Source: an optimization exercise on an open RTL-to-GDS flow (aim: small area). Production flows keep margins and buffers that such runs may drop.
The RTL was checked by simulation tests, not by an equivalence proof against the original design.
Power and IR drop assume default switching activity.

**design/flow/design.v**
```verilog
module mgmon_core (
    input  wire         clk,
    input  wire         rst,
    input  wire         cmd_valid,
    output wire         cmd_ready,
    input  wire [39:0]  cmd_word,
    input  wire [511:0] cmd_bytes,
    output reg          rsp_valid,
    output reg  [39:0]  rsp_word,
    output reg  [15:0]  a_o,
    output reg          a_oe,
    input  wire [15:0]  a_i,
    output reg  [7:0]   d_o,
    output reg          d_oe,
    input  wire [7:0]   d_i,
    output reg          rw_o,
    output reg          rw_oe,
    input  wire         rw_i,
    output reg          mclk_o,
    output reg          css_o,
    output reg          be_oe,
    input  wire         sync_i,
    input  wire         vp_i,
    output reg          ce_o,
    output reg          ce_oe,
    output reg          we_o,
    output reg          we_oe,
    output reg          oe_o,
    output reg          oe_oe,
    output reg          pgm_o,
    output reg          pgm_oe
);
    localparam SETTLE_CYC  = 4;
    localparam POLL_CYC    = 8;
    localparam PARK_PULSES = 10;
    localparam POLL_MAX    = 100;
    localparam OP_INIT  = 4'h0, OP_ESC   = 4'h1, OP_PULSE = 4'h2, OP_BE    = 4'h3,
               OP_TAKE  = 4'h4, OP_SETBP = 4'h5, OP_CLRBP = 4'h6, OP_STEP  = 4'h7,
               OP_READ  = 4'h8, OP_WRITE = 4'h9, OP_START = 4'hA, OP_END   = 4'hB,
               OP_PROG  = 4'hC;
    localparam ST_OK = 4'h0, ST_INVALID = 4'h1, ST_TIMEOUT = 4'h2, ST_ILLEGAL = 4'h3;
    localparam S_IDLE    = 7'd0,
               S_IN_DA   = 7'd1,  S_IN_DD   = 7'd2,  S_IN_DRW  = 7'd3,  S_IN_DPGM = 7'd4,
               S_IN_DOE  = 7'd5,  S_IN_DWE  = 7'd6,  S_IN_DCE  = 7'd7,  S_IN_BE   = 7'd8,
               S_IN_CLK  = 7'd9,  S_IN_CSS  = 7'd10,
               S_ESC     = 7'd11, S_BE      = 7'd12,
               S_PU_HI   = 7'd13, S_PU_W1   = 7'd14, S_PU_LO   = 7'd15, S_PU_W2   = 7'd16,
               S_TB_BE   = 7'd17, S_TB_CSS  = 7'd18, S_TB_DA   = 7'd19, S_TB_A    = 7'd20,
               S_TB_DD   = 7'd21, S_TB_RW   = 7'd22, S_TB_DRW  = 7'd23,
               S_TF_DA   = 7'd24, S_TF_DD   = 7'd25, S_TF_DRW  = 7'd26, S_TF_BE   = 7'd27,
               S_ST_C0   = 7'd28, S_ST_W1   = 7'd29, S_ST_C1   = 7'd30, S_ST_W2   = 7'd31,
               S_ST_SY   = 7'd32, S_ST_VP   = 7'd33, S_ST_RW   = 7'd34, S_ST_A    = 7'd35,
               S_ST_D    = 7'd36, S_ST_C0B  = 7'd37,
               S_RD_C0   = 7'd38, S_RD_RW   = 7'd39, S_RD_A    = 7'd40, S_RD_C1   = 7'd41,
               S_RD_W    = 7'd42, S_RD_D    = 7'd43, S_RD_C0B  = 7'd44,
               S_WR_C0   = 7'd45, S_WR_RW   = 7'd46, S_WR_A    = 7'd47, S_WR_DD   = 7'd48,
               S_WR_D    = 7'd49, S_WR_C1   = 7'd50, S_WR_W1   = 7'd51, S_WR_C0B  = 7'd52,
               S_WR_W2   = 7'd53, S_WR_RWR  = 7'd54, S_WR_DDI  = 7'd55,
               S_SP_CE   = 7'd56, S_SP_WE   = 7'd57, S_SP_OE   = 7'd58, S_SP_PGM  = 7'd59,
               S_SP_DCE  = 7'd60, S_SP_DWE  = 7'd61, S_SP_DOE  = 7'd62, S_SP_DPGM = 7'd63,
               S_EP_PGM  = 7'd64, S_EP_OE   = 7'd65, S_EP_WE   = 7'd66, S_EP_CE   = 7'd67,
               S_PB_DA   = 7'd68, S_PB_DD   = 7'd69, S_PB_A    = 7'd70, S_PB_CE   = 7'd71,
               S_PB_AL   = 7'd72, S_PB_DB   = 7'd73, S_PB_WEA  = 7'd74, S_PB_W1   = 7'd75,
               S_PB_WEI  = 7'd76, S_PB_W2   = 7'd77, S_PB_DDI  = 7'd78, S_PB_CEI  = 7'd79,
               S_PO_OE   = 7'd80, S_PO_CE   = 7'd81, S_PO_S    = 7'd82, S_PO_CEI  = 7'd83,
               S_PO_OEI  = 7'd84, S_PO_DLY  = 7'd85;
    reg  [6:0]   state;
    reg  [3:0]   op;           
    reg  [31:0]  arg;          
    reg  [511:0] bytes;        
    reg  [15:0]  bp;           
    reg  [7:0]   wait_cnt;     
    reg  [31:0]  pulse_cnt;    
    reg  [6:0]   byte_idx;     
    reg  [6:0]   poll_cnt;     
    reg          poll_match;   
    reg          smp_sync, smp_vp, smp_rw;
    reg  [15:0]  smp_a;
    reg  [7:0]   smp_d;
    assign cmd_ready = (state == S_IDLE);
    wire [3:0]  c_op   = cmd_word[39:36];
    wire [3:0]  c_zero = cmd_word[35:32];
    wire [31:0] c_arg  = cmd_word[31:0];
    reg  [31:0] allowed;
    always @(*) begin
        case (c_op)
            OP_ESC, OP_BE, OP_TAKE: allowed = 32'h0000_0001;
            OP_PULSE, OP_PROG:      allowed = 32'hFFFF_FFFF;
            OP_SETBP, OP_READ:      allowed = 32'h0000_FFFF;
            OP_WRITE:               allowed = 32'h00FF_FFFF;
            default:                allowed = 32'h0000_0000;
        endcase
    end
    wire c_legal = (c_op <= OP_PROG) && (c_zero == 4'h0) && ((c_arg & ~allowed) == 32'h0);
    wire [15:0] c_base    = c_arg[15:0];
    wire [15:0] c_len     = c_arg[31:16];
    wire [15:0] c_last    = c_base + c_len - 16'd1;
    wire        c_req_ok  = (c_len != 16'd0) && (c_len <= 16'd64) &&
                            ((c_base & 16'hFFC0) == (c_last & 16'hFFC0));
    wire [15:0] o_addr = arg[15:0];
    wire [7:0]  o_data = arg[23:16];
    wire [15:0] o_len  = arg[31:16];
    wire [7:0]  cur_byte  = bytes[byte_idx[5:0]*8 +: 8];
    wire [5:0]  last_idx  = o_len[5:0] - 6'd1;
    wire [7:0]  last_byte = bytes[last_idx*8 +: 8];
    wire [15:0] cur_addr  = o_addr + {9'd0, byte_idx};
    wire [1:0]  step_kind = smp_sync ? 2'd1 : (!smp_vp ? 2'd2 : 2'd0);
    wire        step_hit  = (bp != 16'h0000) && (smp_a == bp);
    always @(posedge clk) begin
        if (rst) begin
            state      <= S_IDLE;
            op         <= 4'h0;
            arg        <= 32'h0;
            bp         <= 16'h0000;
            wait_cnt   <= 8'd0;
            pulse_cnt  <= 32'd0;
            byte_idx   <= 7'd0;
            poll_cnt   <= 7'd0;
            poll_match <= 1'b0;
            smp_sync   <= 1'b0;
            smp_vp     <= 1'b0;
            smp_rw     <= 1'b0;
            smp_a      <= 16'h0;
            smp_d      <= 8'h0;
            rsp_valid  <= 1'b0;
            rsp_word   <= 40'h0;
            a_o        <= 16'h0000;
            a_oe       <= 1'b0;
            d_o        <= 8'h00;
            d_oe       <= 1'b0;
            rw_o       <= 1'b1;
            rw_oe      <= 1'b0;
            mclk_o     <= 1'b0;
            css_o      <= 1'b1;
            be_oe      <= 1'b0;
            ce_o       <= 1'b1;
            ce_oe      <= 1'b0;
            we_o       <= 1'b1;
            we_oe      <= 1'b0;
            oe_o       <= 1'b1;
            oe_oe      <= 1'b0;
            pgm_o      <= 1'b1;
            pgm_oe     <= 1'b0;
        end else begin
            rsp_valid <= 1'b0;
            case (state)
            S_IDLE: if (cmd_valid) begin
                op  <= c_op;
                arg <= c_arg;
                if (!c_legal) begin
                    rsp_valid <= 1'b1;
                    rsp_word  <= {ST_ILLEGAL, 36'h0};
                end else begin
                    case (c_op)
                        OP_INIT:  state <= S_IN_DA;
                        OP_ESC:   state <= S_ESC;
                        OP_PULSE: begin
                            pulse_cnt <= c_arg;
                            if (c_arg == 32'd0) begin
                                rsp_valid <= 1'b1;
                                rsp_word  <= {ST_OK, 36'h0};
                            end else begin
                                state <= S_PU_HI;
                            end
                        end
                        OP_BE:    state <= S_BE;
                        OP_TAKE:  state <= c_arg[0] ? S_TB_BE : S_TF_DA;
                        OP_SETBP: begin
                            bp        <= c_arg[15:0];
                            rsp_valid <= 1'b1;
                            rsp_word  <= {ST_OK, 36'h0};
                        end
                        OP_CLRBP: begin
                            bp        <= 16'h0000;
                            rsp_valid <= 1'b1;
                            rsp_word  <= {ST_OK, 36'h0};
                        end
                        OP_STEP:  state <= S_ST_C0;
                        OP_READ:  state <= S_RD_C0;
                        OP_WRITE: state <= S_WR_C0;
                        OP_START: state <= S_TB_BE;
                        OP_END:   state <= S_EP_PGM;
                        default: begin  
                            if (c_req_ok) begin
                                bytes    <= cmd_bytes;
                                byte_idx <= 7'd0;
                                state    <= S_PB_DA;
                            end else begin
                                rsp_valid <= 1'b1;
                                rsp_word  <= {ST_INVALID, 36'h0};
                            end
                        end
                    endcase
                end
            end
            S_IN_DA:   begin bp <= 16'h0000; a_oe <= 1'b0; state <= S_IN_DD;   end
            S_IN_DD:   begin d_oe   <= 1'b0; state <= S_IN_DRW;  end
            S_IN_DRW:  begin rw_oe  <= 1'b0; state <= S_IN_DPGM; end
            S_IN_DPGM: begin pgm_oe <= 1'b0; state <= S_IN_DOE;  end
            S_IN_DOE:  begin oe_oe  <= 1'b0; state <= S_IN_DWE;  end
            S_IN_DWE:  begin we_oe  <= 1'b0; state <= S_IN_DCE;  end
            S_IN_DCE:  begin ce_oe  <= 1'b0; state <= S_IN_BE;   end
            S_IN_BE:   begin be_oe  <= 1'b0; state <= S_IN_CLK;  end
            S_IN_CLK:  begin mclk_o <= 1'b0; state <= S_IN_CSS;  end
            S_IN_CSS:  begin
                css_o     <= 1'b1;
                state     <= S_IDLE;
                rsp_valid <= 1'b1;
                rsp_word  <= {ST_OK, 36'h0};
            end
            S_ESC: begin
                css_o     <= o_addr[0];
                state     <= S_IDLE;
                rsp_valid <= 1'b1;
                rsp_word  <= {ST_OK, 36'h0};
            end
            S_BE: begin
                be_oe     <= ~o_addr[0];
                state     <= S_IDLE;
                rsp_valid <= 1'b1;
                rsp_word  <= {ST_OK, 36'h0};
            end
            S_PU_HI: begin
                mclk_o   <= 1'b1;
                wait_cnt <= SETTLE_CYC - 1;
                state    <= S_PU_W1;
            end
            S_PU_W1: begin
                if (wait_cnt == 8'd0) state <= S_PU_LO;
                else                  wait_cnt <= wait_cnt - 8'd1;
            end
            S_PU_LO: begin
                mclk_o   <= 1'b0;
                wait_cnt <= SETTLE_CYC - 1;
                state    <= S_PU_W2;
            end
            S_PU_W2: begin
                if (wait_cnt != 8'd0) begin
                    wait_cnt <= wait_cnt - 8'd1;
                end else begin
                    pulse_cnt <= pulse_cnt - 32'd1;
                    if (pulse_cnt != 32'd1) begin
                        state <= S_PU_HI;
                    end else if (op == OP_PULSE) begin
                        state     <= S_IDLE;
                        rsp_valid <= 1'b1;
                        rsp_word  <= {ST_OK, 36'h0};
                    end else begin
                        state <= S_TB_DA;    
                    end
                end
            end
            S_TB_BE:  begin be_oe <= 1'b1; state <= S_TB_CSS; end
            S_TB_CSS: begin
                css_o     <= 1'b0;
                pulse_cnt <= PARK_PULSES;
                state     <= S_PU_HI;
            end
            S_TB_DA:  begin a_oe  <= 1'b1;     state <= S_TB_A;   end
            S_TB_A:   begin a_o   <= 16'hFFFF; state <= S_TB_DD;  end
            S_TB_DD:  begin d_oe  <= 1'b0;     state <= S_TB_RW;  end
            S_TB_RW:  begin rw_o  <= 1'b1;     state <= S_TB_DRW; end
            S_TB_DRW: begin
                rw_oe <= 1'b1;
                if (op == OP_START) begin
                    state <= S_SP_CE;
                end else begin
                    state     <= S_IDLE;
                    rsp_valid <= 1'b1;
                    rsp_word  <= {ST_OK, 36'h0};
                end
            end
            S_TF_DA:  begin a_oe  <= 1'b0; state <= S_TF_DD;  end
            S_TF_DD:  begin d_oe  <= 1'b0; state <= S_TF_DRW; end
            S_TF_DRW: begin rw_oe <= 1'b0; state <= S_TF_BE;  end
            S_TF_BE:  begin
                be_oe     <= 1'b0;
                state     <= S_IDLE;
                rsp_valid <= 1'b1;
                rsp_word  <= {ST_OK, 36'h0};
            end
            S_ST_C0: begin
                mclk_o   <= 1'b0;
                wait_cnt <= SETTLE_CYC - 1;
                state    <= S_ST_W1;
            end
            S_ST_W1: begin
                if (wait_cnt == 8'd0) state <= S_ST_C1;
                else                  wait_cnt <= wait_cnt - 8'd1;
            end
            S_ST_C1: begin
                mclk_o   <= 1'b1;
                wait_cnt <= SETTLE_CYC - 1;
                state    <= S_ST_W2;
            end
            S_ST_W2: begin
                if (wait_cnt == 8'd0) state <= S_ST_SY;
                else                  wait_cnt <= wait_cnt - 8'd1;
            end
            S_ST_SY:  begin smp_sync <= sync_i; state <= S_ST_VP; end
            S_ST_VP:  begin smp_vp   <= vp_i;   state <= S_ST_RW; end
            S_ST_RW:  begin smp_rw   <= rw_i;   state <= S_ST_A;  end
            S_ST_A:   begin smp_a    <= a_i;    state <= S_ST_D;  end
            S_ST_D:   begin smp_d    <= d_i;    state <= S_ST_C0B; end
            S_ST_C0B: begin
                mclk_o    <= 1'b0;
                state     <= S_IDLE;
                rsp_valid <= 1'b1;
                rsp_word  <= {ST_OK, step_hit, smp_rw, step_kind, 8'h00, smp_d, smp_a};
            end
            S_RD_C0: begin mclk_o <= 1'b0;   state <= S_RD_RW; end
            S_RD_RW: begin rw_o   <= 1'b1;   state <= S_RD_A;  end
            S_RD_A:  begin a_o    <= o_addr; state <= S_RD_C1; end
            S_RD_C1: begin
                mclk_o   <= 1'b1;
                wait_cnt <= 2 * SETTLE_CYC - 1;
                state    <= S_RD_W;
            end
            S_RD_W: begin
                if (wait_cnt == 8'd0) state <= S_RD_D;
                else                  wait_cnt <= wait_cnt - 8'd1;
            end
            S_RD_D:  begin smp_d <= d_i; state <= S_RD_C0B; end
            S_RD_C0B: begin
                mclk_o    <= 1'b0;
                state     <= S_IDLE;
                rsp_valid <= 1'b1;
                rsp_word  <= {ST_OK, 12'h000, smp_d, 16'h0000};
            end
            S_WR_C0: begin mclk_o <= 1'b0;   state <= S_WR_RW; end
            S_WR_RW: begin rw_o   <= 1'b0;   state <= S_WR_A;  end
            S_WR_A:  begin a_o    <= o_addr; state <= S_WR_DD; end
            S_WR_DD: begin d_oe   <= 1'b1;   state <= S_WR_D;  end
            S_WR_D:  begin d_o    <= o_data; state <= S_WR_C1; end
            S_WR_C1: begin
                mclk_o   <= 1'b1;
                wait_cnt <= 2 * SETTLE_CYC - 1;
                state    <= S_WR_W1;
            end
            S_WR_W1: begin
                if (wait_cnt == 8'd0) state <= S_WR_C0B;
                else                  wait_cnt <= wait_cnt - 8'd1;
            end
            S_WR_C0B: begin
                mclk_o   <= 1'b0;
                wait_cnt <= 2 * SETTLE_CYC - 1;
                state    <= S_WR_W2;
            end
            S_WR_W2: begin
                if (wait_cnt == 8'd0) state <= S_WR_RWR;
                else                  wait_cnt <= wait_cnt - 8'd1;
            end
            S_WR_RWR: begin rw_o <= 1'b1; state <= S_WR_DDI; end
            S_WR_DDI: begin
                d_oe      <= 1'b0;
                state     <= S_IDLE;
                rsp_valid <= 1'b1;
                rsp_word  <= {ST_OK, 36'h0};
            end
            S_SP_CE:   begin ce_o   <= 1'b1; state <= S_SP_WE;   end
            S_SP_WE:   begin we_o   <= 1'b1; state <= S_SP_OE;   end
            S_SP_OE:   begin oe_o   <= 1'b1; state <= S_SP_PGM;  end
            S_SP_PGM:  begin pgm_o  <= 1'b1; state <= S_SP_DCE;  end
            S_SP_DCE:  begin ce_oe  <= 1'b1; state <= S_SP_DWE;  end
            S_SP_DWE:  begin we_oe  <= 1'b1; state <= S_SP_DOE;  end
            S_SP_DOE:  begin oe_oe  <= 1'b1; state <= S_SP_DPGM; end
            S_SP_DPGM: begin
                pgm_oe    <= 1'b1;
                state     <= S_IDLE;
                rsp_valid <= 1'b1;
                rsp_word  <= {ST_OK, 36'h0};
            end
            S_EP_PGM: begin pgm_oe <= 1'b0; state <= S_EP_OE; end
            S_EP_OE:  begin oe_oe  <= 1'b0; state <= S_EP_WE; end
            S_EP_WE:  begin we_oe  <= 1'b0; state <= S_EP_CE; end
            S_EP_CE:  begin ce_oe  <= 1'b0; state <= S_TF_DA; end
            S_PB_DA: begin a_oe <= 1'b1;   state <= S_PB_DD; end
            S_PB_DD: begin d_oe <= 1'b1;   state <= S_PB_A;  end
            S_PB_A:  begin a_o  <= o_addr; state <= S_PB_CE; end
            S_PB_CE: begin ce_o <= 1'b0;   state <= S_PB_AL; end
            S_PB_AL: begin a_o[7:0] <= cur_addr[7:0]; state <= S_PB_DB; end
            S_PB_DB: begin d_o <= cur_byte; state <= S_PB_WEA; end
            S_PB_WEA: begin
                we_o     <= 1'b0;
                wait_cnt <= SETTLE_CYC - 1;
                state    <= S_PB_W1;
            end
            S_PB_W1: begin
                if (wait_cnt == 8'd0) state <= S_PB_WEI;
                else                  wait_cnt <= wait_cnt - 8'd1;
            end
            S_PB_WEI: begin
                we_o     <= 1'b1;
                wait_cnt <= SETTLE_CYC - 1;
                state    <= S_PB_W2;
            end
            S_PB_W2: begin
                if (wait_cnt != 8'd0) begin
                    wait_cnt <= wait_cnt - 8'd1;
                end else begin
                    byte_idx <= byte_idx + 7'd1;
                    if (byte_idx + 7'd1 == o_len[6:0]) state <= S_PB_DDI;
                    else                               state <= S_PB_AL;
                end
            end
            S_PB_DDI: begin d_oe <= 1'b0; state <= S_PB_CEI; end
            S_PB_CEI: begin
                ce_o     <= 1'b1;
                poll_cnt <= 7'd1;
                state    <= S_PO_OE;
            end
            S_PO_OE:  begin oe_o <= 1'b0; state <= S_PO_CE; end
            S_PO_CE:  begin ce_o <= 1'b0; state <= S_PO_S;  end
            S_PO_S:   begin poll_match <= (d_i == last_byte); state <= S_PO_CEI; end
            S_PO_CEI: begin ce_o <= 1'b1; state <= S_PO_OEI; end
            S_PO_OEI: begin
                oe_o <= 1'b1;
                if (poll_match) begin
                    state     <= S_IDLE;
                    rsp_valid <= 1'b1;
                    rsp_word  <= {ST_OK, 36'h0};
                end else if (poll_cnt == POLL_MAX) begin
                    state     <= S_IDLE;
                    rsp_valid <= 1'b1;
                    rsp_word  <= {ST_TIMEOUT, 36'h0};
                end else begin
                    wait_cnt <= POLL_CYC - 1;
                    state    <= S_PO_DLY;
                end
            end
            S_PO_DLY: begin
                if (wait_cnt != 8'd0) begin
                    wait_cnt <= wait_cnt - 8'd1;
                end else begin
                    poll_cnt <= poll_cnt + 7'd1;
                    state    <= S_PO_OE;
                end
            end
            default: state <= S_IDLE;
            endcase
        end
    end
endmodule
```
**design/flow/run.sh**
```bash
#!/bin/bash
# synth_recipe.tcl (not shown) runs the flow's synth.tcl, then flattens the netlist and writes it again
# the make line also repeats each setting of config.mk as NAME=value (left out here)
make -C /OpenROAD-flow-scripts/flow DESIGN_CONFIG=/design/flow/config.mk WORK_HOME=/design/flow/orfs CLKGATE_MAP_FILE= SYNTH_SCRIPT=/design/flow/synth_recipe.tcl finish
```
**design/flow/config.mk**
```make
export PLATFORM = sky130hd
export DESIGN_NAME = mgmon_core
export DESIGN_NICKNAME = mgmon_core
export VERILOG_FILES = /design/flow/design.v
export SDC_FILE = /design/flow/constraint.sdc
export NUM_CORES = 4
export LEC_CHECK = 0
export CAP_MARGIN = 20
export CORE_MARGIN = 2
export CORE_UTILIZATION = 40
export SLEW_MARGIN = 20
```
**design/flow/constraint.sdc**
```tcl
create_clock -name core_clock -period 10.0 [get_ports {clk}]
set_input_delay 2.0000 -clock core_clock [delete_from_list [all_inputs] [get_ports {clk}]]
set_output_delay 2.0000 -clock core_clock [all_outputs]
set_load 0.01 [all_outputs]
```
==> run summary <==
[power breakdown]
part           switching, mW  internal [mW]  total, mW
combinational           1.98           1.24       3.23
clock                   1.28           1.67       2.95
sequential             0.112           3.26       3.37
total                   3.37           6.18       9.55
[per-stage QoR]
step	power [mW]	util	setup slack (ns)	cell area (um^2)
after CTS	9.574	0.5223	3.349	46160
final	9.551	0.5230	3.305	46220
after detailed placement	6.634	0.4927	2.670	43540
after global placement	6.625	0.4924	2.731	43520
after global routing	9.916	0.5228	3.004	46200
after floorplan	5.309	-	-6.957	35800
[cell type report]
class	count	area, um^2
antenna	22	55.05
timing repair buffer	704	6949
multi-input combinational	1665	15390
fill	7460	42150
inverter	79	309.0
tap	1165	1458
sequential	714	19440
clock buffer	96	2135
clock inverter	50	485.5
[metal layers]
layer | global-route usage | up-vias | routed length [um]
met5 | 0 | - | 165
met4 | 0.1155 | 26 | 5476
met2 | 0.4897 | 1533 | 67040
met1 | 0.3686 | 13620 | 51340
li1 | - | 11590 | -
met3 | 0.05915 | 277 | 10930
[layout by cell type (no fill, tap or decap), types with 50 or more instances in the layout]
| master | count |
|---|---|
| dfxtp_1 | 195 |
| mux4_2 | 311 |
| clkdlybuf4s50_1 | 650 |
| nand3_1 | 62 |
| clkbuf_16 | 82 |
| a21oi_1 | 157 |
| buf_4 | 51 |
| nand2_1 | 242 |
| edfxtp_1 | 512 |
| inv_1 | 73 |
| o21ai_0 | 73 |
| nor2_1 | 174 |
| nor3_1 | 50 |
[final timing paths]
| check | startpoint | end | depth (start not counted) |
|---|---|---|---|
| worst max-delay path | cmd_word[8] | bytes[100] | 14 |
| worst min-delay path | arg[13] | arg[13] | 2 |
| worst max register to register | arg[16] | poll_match | 11 |
| worst min register to register | arg[13] | arg[13] | 2 |
[sequential cells by signal, summed over array words and instances (netlist names), 4 cells and up]
name       count
poll_cnt       7
a_o           16
byte_idx       7
rsp_word      30
pulse_cnt     32
bytes        512
arg           24
smp_d          8
d_o            8
state          7
op             4
bp            16
wait_cnt       8
smp_a         16
[cell usage after synthesis, types with 37 or more instances]
master	count	area share
a21oi_1	162	0.023
edfxtp_1	512	0.43
nand3_1	62	0.0087
xnor2_1	50	0.012
mux2i_1	38	0.011
inv_1	77	0.0081
dfxtp_1	202	0.11
o21ai_0	74	0.010
clkbuf_1	126	0.013
mux4_2	311	0.20
nor3_1	55	0.0077
nor2_1	174	0.018
nand2_1	244	0.026
ha_1	41	0.014
nor4_1	37	0.0065
[cells by family after synthesis]
| logic type | after synthesis |
|---|---|
| AO/OA/AOI/OAI | 464 |
| XOR/XNOR | 85 |
| adder cells (fa/ha/maj) | 42 |
| buffers and inverters | 270 |
| flip-flops | 714 |
| multiplexers | 352 |
| other | 2 |
| AND/OR/NAND/NOR | 711 |
[critical path, delay by kind of cell]
family	cells	cell delay, ns
simple gates	5	1.68
buf+inv	4	1.64
compound gates	3	0.90
fa+ha+maj	2	0.67
==> flow_metrics.tcl <==
set metrics [dict create \
    dr.pass1.iters 10 \
    clk_pin_slew_ns 0.06 \
    track_usage 0.2906 \
    first_global_vias 27530 \
    postCtsSetupRepairBufs 0 \
    grt_max_degree 169 \
    period_needed_ns 6.695 \
    p_per_area_mw_per_mm2 206.6 \
    ys_warn_count 1 \
    rsz0062_at_grt "false" \
    synth_xor_area_frac 0.02089 \
    start_util 0.4033 \
    regToRegSetupSlack_ns 5.16 \
    dp_hpwl_mm 101.3 \
    relSlewSlack 0.2606 \
    synth_area_mm2 0.03564 \
    clk_latency_ns 0.66 \
    wl_per_cell_um 30.02 \
    crit_arrival_ns 6.98 \
    ctsHtreeMaxLevel 3 \
    skew_ns 0.05422 \
    leakage_nw 15.21 \
    synth_mux_area_frac 0.2081 \
    crit_path_end_kind "flip-flop" \
    nets 3868 \
    overflow 0 \
    yosys.area_share.simple 0.09299 \
    synth-compound-area-share 0.08710 \
    syn_to_final_growth_pct 29.68 \
    critical_path_class "input port to flip-flop" \
    synthCells 2640 \
    hp-class "flip-flop to flip-flop" \
    fin_tns_setup_ns 0 \
    wl_mm 134.9 \
    hold_violations 0 \
    ys_async_sr_fraction 0 \
    routed_via_density 6.018 \
    clock-root-buffer "clkbuf_16" \
    ios 663 \
    slew_violations 0 \
    antenna_found_initial 38 \
    slowest_delay_ns 0.81 \
    worst_pin_slew_ns 1.101 \
    clkSinkCount 714 \
    path_cells "clkdlybuf4s50_1 > inv_1 > ha_1 > inv_1 > ha_1 > a21oi_1 > o21ai_0 > a2111oi_0 > nand4_1 > nor4_2 > nand3_1 > or4_4 > nor3_4 > buf_4" \
    vdd.ir_drop.worst_uv 154.8 \
    required_ns 10.28 \
    rows 109 \
    fin_cells 4495 \
    die_h_um 302.5 \
    ys_ff_latch 714 \
    hold_buffers 0 \
    synthFlopType "edfxtp_1" \
    syn_avg_cell_area_um2 13.50 \
    grt_pass1_wl_mm 191.3 \
    fmax_ghz 0.1494 \
    cts_resized 0 \
    io_buffers 651 \
    first_iter_violations 3327 \
    cts.path.max_buffers 3 \
    drtAntennaViolNets 0 \
    setup_viol 0 \
    cap_violations 0 \
    hold_slack_ns 0.4590 \
    fp.dieW_um 302.5 \
    cts_tree "yes" \
    gp_congestion 0.9581 \
    dieArea_mm2 0.09151 \
    status "complete, no violations" \
    synth.distinct_cells 86 \
    start_kind "input port" \
    timing.final.crit_share 0.6695 \
    slowest_stage "buf_4" \
    synth_top_family_by_area "multiplexers" \
    seq_area_frac_synth 0.5448 \
    drc 0 \
    cts_made_buffers 80 \
    synth_edf_count 512 \
    dp.cells 4327 \
    synthAdderAreaFrac 0.01495 \
    drive_gt1_frac 0.1699 \
    vias 27050 \
    crit_path_max_fanout 69 \
    core_area_mm2 0.08837 \
]

what the ideal ports hide:
The flow's constraints put no driver on any port. The routed layout listed below was extracted and timed again, unchanged, in two steps.
Step 1: set_driving_cell puts a clkbuf_16 on clk and a buf_2 on each other input, an assumption about the parent block.
Step 2 adds t to the input delays and takes it off the output delays; t is the mean of the earliest and latest rising clock arrival at the registers after step 1. Input paths then give back, and output paths get back, about the clock's delay inside the block.
Slacks: ideal / step 1 / step 2; pairs: ideal / step 1.
t, ns: 0.710
setup WS [ns]: 3.305 / 3.346 / 2.636
hold WS [ns]: 0.459 / 0.459 / 0.459
clock arrival spread, ns: 0.064 / 0.064
worst register clock-pin slew, ns: 0.07 / 0.07
After both steps setup and hold are still met in this run. The setup slack of this run moves by +0.041 ns with the drivers and by -0.669 ns with both steps.
